This design comes from an exercise in tuning for small area, a short achievable clock period and few clock cycles per item on the open sky130 flow, not from production work.
Function was checked by simulation only, so behaviour that the tests miss may differ from the original.

==> run a <==
==> flow/design.v (excerpt) <==
module rfidmeter_core (
    input  wire        clk,
    input  wire        rst_n,
    input  wire        rx_valid,
    input  wire [7:0]  rx_data,
    output wire        rx_ready,
    output wire        dec_valid,
    output wire [1:0]  dec_status,
    output wire [39:0] dec_id,
    input  wire        cmd_valid,
    input  wire [63:0] cmd_data,
    output wire        cmd_ready,
    output wire        rsp_valid,
    output wire [3:0]  rsp_code,
    output wire [7:0]  rsp_info,
    output wire        rsp_flag,
    output wire        st_init,
    output wire [3:0]  st_fault,
    output wire [7:0]  st_count,
    output wire        nv_req,
    output wire        nv_we,
    output wire [15:0] nv_addr,
    output wire [7:0]  nv_wdata,
    input  wire        nv_ack,
    input  wire        nv_err,
    input  wire [7:0]  nv_rdata
);
    assign rx_ready = 1'b1;
    rfid_tag_decoder u_dec (
        .clk        (clk),
        .rst_n      (rst_n),
        .rx_valid   (rx_valid),
        .rx_data    (rx_data),
        .dec_valid  (dec_valid),
        .dec_status (dec_status),
        .dec_id     (dec_id)
    );
    rfid_store #(
  ...
export LEC_CHECK = 0
export CAP_MARGIN = 20
export CORE_MARGIN = 2
export CORE_UTILIZATION = 40
export SLEW_MARGIN = 20
create_clock -name core_clock -period 30.0 [get_ports {clk}]
standard.sh (not shown) runs the stock make flow with config.mk's settings and CLKGATE_MAP_FILE= SYNTH_SCRIPT=/design/flow/synth_recipe.tcl, a recipe that flattens the netlist after the stock synthesis.
==> flow/flow/run.sh <==
#!/bin/bash
set -euo pipefail
bash standard.sh SETUP_SLACK_MARGIN=22.5 TNS_END_PERCENT=100 finish > standard_make.log 2>&1
==> inputs of run b, as changes to run a <==
--- a/flow/design.v
+++ b/flow/design.v
@@ -237,28 +237,29 @@
             r_rl  = r_rl  | ({10{sel[j]}} & t_rl[j]);
             r_cr  = r_cr  | ({10{sel[j]}} & t_cr[j]);
             r_h   = r_h   | ({8{sel[j]}} & t_h[j]);
         end
     end
-    wire [33:0] r_kx  = {11'b0, r_k[22:0]};
-    wire [33:0] chk_d = {2'b0, nowr} - (r_kx << 10) + (r_kx << 4) + (r_kx << 3)
-                      - {24'b0, r_rl};
-    wire chk_ok = r_k[23] || (r_k[22:0] <= QMAX && !chk_d[33]);
+    wire [36:0] r_kx  = {{13{r_k[23]}}, r_k};
+    wire [36:0] chk_d = {5'b0, nowr} - (r_kx << 10) + (r_kx << 4) + (r_kx << 3)
+                      - {27'b0, r_rl};
+    wire chk_ok = !chk_d[36];
     wire [28:0] np = c_id[31:3];
     wire [27:0] qsum = {2'b0, np[28:3]} + {8'b0, np[28:9]} + {9'b0, np[28:10]}
                      + {13'b0, np[28:14]} + {16'b0, np[28:17]} + {19'b0, np[28:20]}
                      + {20'b0, np[28:21]} + {22'b0, np[28:23]} + {23'b0, np[28:24]}
                      + {24'b0, np[28:25]} + {26'b0, np[28:27]};
     reg  [22:0] qe;
     reg         dv2;               
     reg         cm;                
-    reg         upd_h, dv2_h;          
+    reg         upd_h, dv2_h, cm_h;    
     reg  [22:0] qw;
     reg  [9:0]  rw;
     wire [10:0] r_est = nowr[10:0] + {qe[0], 10'b0} + {qe[6:0], 4'b0} + {qe[7:0], 3'b0};
     wire        r_ge  = r_est >= 11'd1000;
     wire        q_ok  = !(upd || dv2 || cm);
+    wire        commit = cm && !cm_h;
     function [25:0] x3600(input [7:0] h);
         x3600 = ({18'b0, h} << 12) - ({18'b0, h} << 9) + ({18'b0, h} << 4);
     endfunction
     reg               f_v;
     reg [3:0]         f_i;
@@ -266,22 +267,23 @@
     wire [11:0]        s_t    = {2'b0, r_cr} + {2'b0, rn} - {2'b0, r_rl};    
     reg                f_b;         
     reg                f_neg;       
     reg                f_big;       
     reg [9:0]          f_sr;        
+    reg [2:0]          f_c;         
     reg [19:0]        f_r;         
+    wire [27:0]        f_sx   = {5'b0, qn} + {8'b0, f_r} - {{4{f_k[23]}}, f_k} - {5'b0, QMAX} - 28'd1 - {{25{f_c[2]}}, f_c};
+    wire               f_sat  = !f_sx[27];
     wire [25:0]        f_kun  = {{2{f_k[23]}}, f_k} - {3'b0, qn} + {3'b0, qw}
                                 + {25'b0, f_neg} - {25'b0, f_big};
-    wire [25:0]        k_sat  = {6'b0, f_r} - {3'b0, QMAX} + {3'b0, qw};
-    wire               f_sat  = ({~f_kun[25], f_kun[24:0]} < {~k_sat[25], k_sat[24:0]}) ||
-                                ((f_kun == k_sat) && (f_sr > RMAX));
     wire [9:0]         f_crn  = f_sat ? RMAX : f_sr;
+    wire [25:0]        k_sat  = {6'b0, f_r} - {3'b0, QMAX} + {3'b0, qw};
     wire [25:0]        v_val  = {6'b0, f_r} - {{2{f_k[23]}}, f_k} - {25'b0, f_b};
     reg [25:0]         v_best;
     reg [3:0]          v_bi;
     wire               v_take = (f_i == 4'd0) || ({~v_val[25], v_val[24:0]} > {~v_best[25], v_best[24:0]});
-    reg        pw_v;               
+    reg        pw_v, pw_wait;      
     reg [3:0]  pw_i;
     reg [7:0]  pw_h;
     reg        aw_v;               
     reg        ld_v;               
     reg [2:0]  ld_lane;
@@ -296,11 +298,11 @@
     reg [23:0]  wd_k;
     reg [9:0]  wd_rl, wd_cr;
     reg [7:0]  w_hs;
     reg [25:0]  w_ys;
     wire fold_w = (state == S_FOLD) && f_v;
-    wire pw_go  = pw_v && q_ok;
+    wire pw_go  = pw_v && !pw_wait;
     always @(*) begin
         we_t  = 1'b0;
         we_h  = 1'b0;
         we_id = 5'd0;
         w_i   = s;
@@ -368,22 +370,25 @@
         f_k    <= r_k;
         f_b    <= rn < r_rl;
         f_neg  <= s_t[11];
         f_big  <= !s_t[11] && (s_t >= 12'd1000);
         f_sr   <= s_t[11] ? s_t[9:0] + 10'd1000 : ((s_t >= 12'd1000) ? s_t[9:0] - 10'd1000 : s_t[9:0]);
+        f_c    <= s_t[11] ? ((s_t <= 12'd3391) ? 3'b001 : 3'b000) :    
+                  (s_t <= 12'd295)  ? 3'b000 :
+                  (s_t <= 12'd1295) ? 3'b111 : 3'b110;
         f_r    <= x3600(r_h);
         if (upd) begin
             nowr <= c_id[31:0];
             qe   <= qsum[26:4];
         end
-        if (dv2 && dv2_h) begin
+        if (dv2) begin
             qw <= qe + {22'b0, r_ge};
             rw <= r_ge ? r_est[9:0] - 10'd1000 : r_est[9:0];
         end
-        if (dv2 && !dv2_h) begin
-            qn <= qe + {22'b0, r_ge};
-            rn <= r_ge ? r_est[9:0] - 10'd1000 : r_est[9:0];
+        if (commit) begin
+            qn <= qw;
+            rn <= rw;
         end
         if (rdy) begin
             c_id <= w_id;
             c_h  <= cmd_data[63:56];
             c_r  <= cmd_data[4];
@@ -408,23 +413,31 @@
             upd         <= 1'b0;
             dv2         <= 1'b0;
             cm          <= 1'b0;
             upd_h       <= 1'b0;
             dv2_h       <= 1'b0;
+            cm_h        <= 1'b0;
             pw_v        <= 1'b0;
+            pw_wait     <= 1'b0;
             f_v         <= 1'b0;
         end else begin
             rsp_valid <= 1'b0;
             upd       <= 1'b0;
             upd_h     <= 1'b0;
             dv2       <= upd;
             dv2_h     <= upd_h;
-            if (dv2 && dv2_h)
-                cm <= 1'b1;
+            if (dv2) begin
+                cm   <= 1'b1;
+                cm_h <= dv2_h;
+            end else if (commit) begin
+                cm   <= 1'b0;
+            end
             f_v <= 1'b0;
             if (pw_go)
                 pw_v <= 1'b0;
+            else if (pw_wait && commit)
+                pw_wait <= 1'b0;
             case (state)
             S_IDLE: begin
                 if (cmd_valid) begin
                     if (adv_fast) begin
                         upd       <= 1'b1;
@@ -472,10 +485,11 @@
                             if (!found) begin
                                 respond(RC_UNKNOWN, 5'd0, 1'b0);
                             end else if (chk_ok) begin
                                 respond(RC_ALLOWED, {1'b0, sel_i}, 1'b0);
                                 pw_v    <= 1'b1;
+                                pw_wait <= dv2 || (cm && !commit);
                                 pw_i    <= sel_i;
                                 pw_h    <= r_h;
                             end else begin
                                 respond(RC_DENIED, {1'b0, sel_i}, 1'b0);
                             end
@@ -494,11 +508,11 @@
                                 s       <= num[3:0];
                                 evicted <= 1'b0;
                                 num     <= num + 5'd1;
                                 idw     <= 1'b1;
                                 nv_start(rec_base(num[3:0]));
-                            end else if (!upd && !cm) begin    
+                            end else if (q_ok) begin
                                 m     <= 16'd1;
                                 sc    <= 5'd0;
                                 state <= S_VICT;
                             end
                         end
@@ -553,11 +567,11 @@
                     end
                     endcase
                 end
             end
             S_FW1: begin
-                if (!pw_v) begin    
+                if (cm && cm_h && !pw_v) begin
                     m     <= 16'd1;
                     sc    <= 5'd0;
                     state <= S_FOLD;
                 end
             end
@@ -569,10 +583,11 @@
                 end
                 if (f_v && ({1'b0, f_i} == num - 5'd1)) begin
                     qn    <= qw;
                     rn    <= rw;
                     cm    <= 1'b0;
+                    cm_h  <= 1'b0;
                     rdy   <= 1'b1;
                     state <= S_IDLE;
                 end
             end
             S_IR1: begin
==> flow/flow/run.sh (replaced) <==
#!/bin/bash
set -euo pipefail
bash standard.sh SETUP_SLACK_MARGIN=23 TNS_END_PERCENT=100 finish > standard_make.log 2>&1
CORE_UTILIZATION = 55   (was 40)
==> impl_metrics.ini <==
[outcome]
status = timing/DRC/antenna clean

[global_route]
grtUsageMet2_pct = 45.19

[floorplanning]
die_area_um2 = 239200

[sta]
min_period_over_period_pct = 26.20
hold_ws_ns = 0.4892
The numbers above come from run a.

==> impl_metrics.ini <==
[outcome]
status = timing/DRC/antenna clean

[sta]
hold_ws_ns = 0.4372

[floorplanning]
die_area_um2 = 176600

[global_route]
grtUsageMet2_pct = 57.61
The numbers above come from run b.

Testbench counts of run a, summed over its fixed seeds: cycles 15,593, commands 4,800.
Testbench counts of run b, summed over its fixed seeds: cycles 15,828, commands 4,800.

## afterwards: timing with drivers on the ports
In the flow no input, the clock included, has a driving cell. The finished layouts below were timed again as built, in two steps.
Step 1 sets driving cells, clkbuf_16 on the clock port and buf_2 on the other inputs (assumed; they add their load-dependent delay and slew).
Step 2 adds t to the input delays and takes it off the output delays; t is the mean of the earliest and latest rising clock arrival at the registers after step 1. Input paths then give back, and output paths get back, about the clock's delay inside the block.
Three values: ideal, step 1, step 2; two values: the first two.
run	t (ns)	setup WS [ns]	hold slack, ns
run a	0.936	22.140 / 22.198 / 21.261	0.489 / 0.489 / 0.489
run b	0.947	22.400 / 22.412 / 21.504	0.437 / 0.437 / 0.437
After both steps every run listed still meets setup and hold. For run b, which loses most, drivers alone change the setup slack by +0.012 ns; drivers and shift together by -0.896 ns.
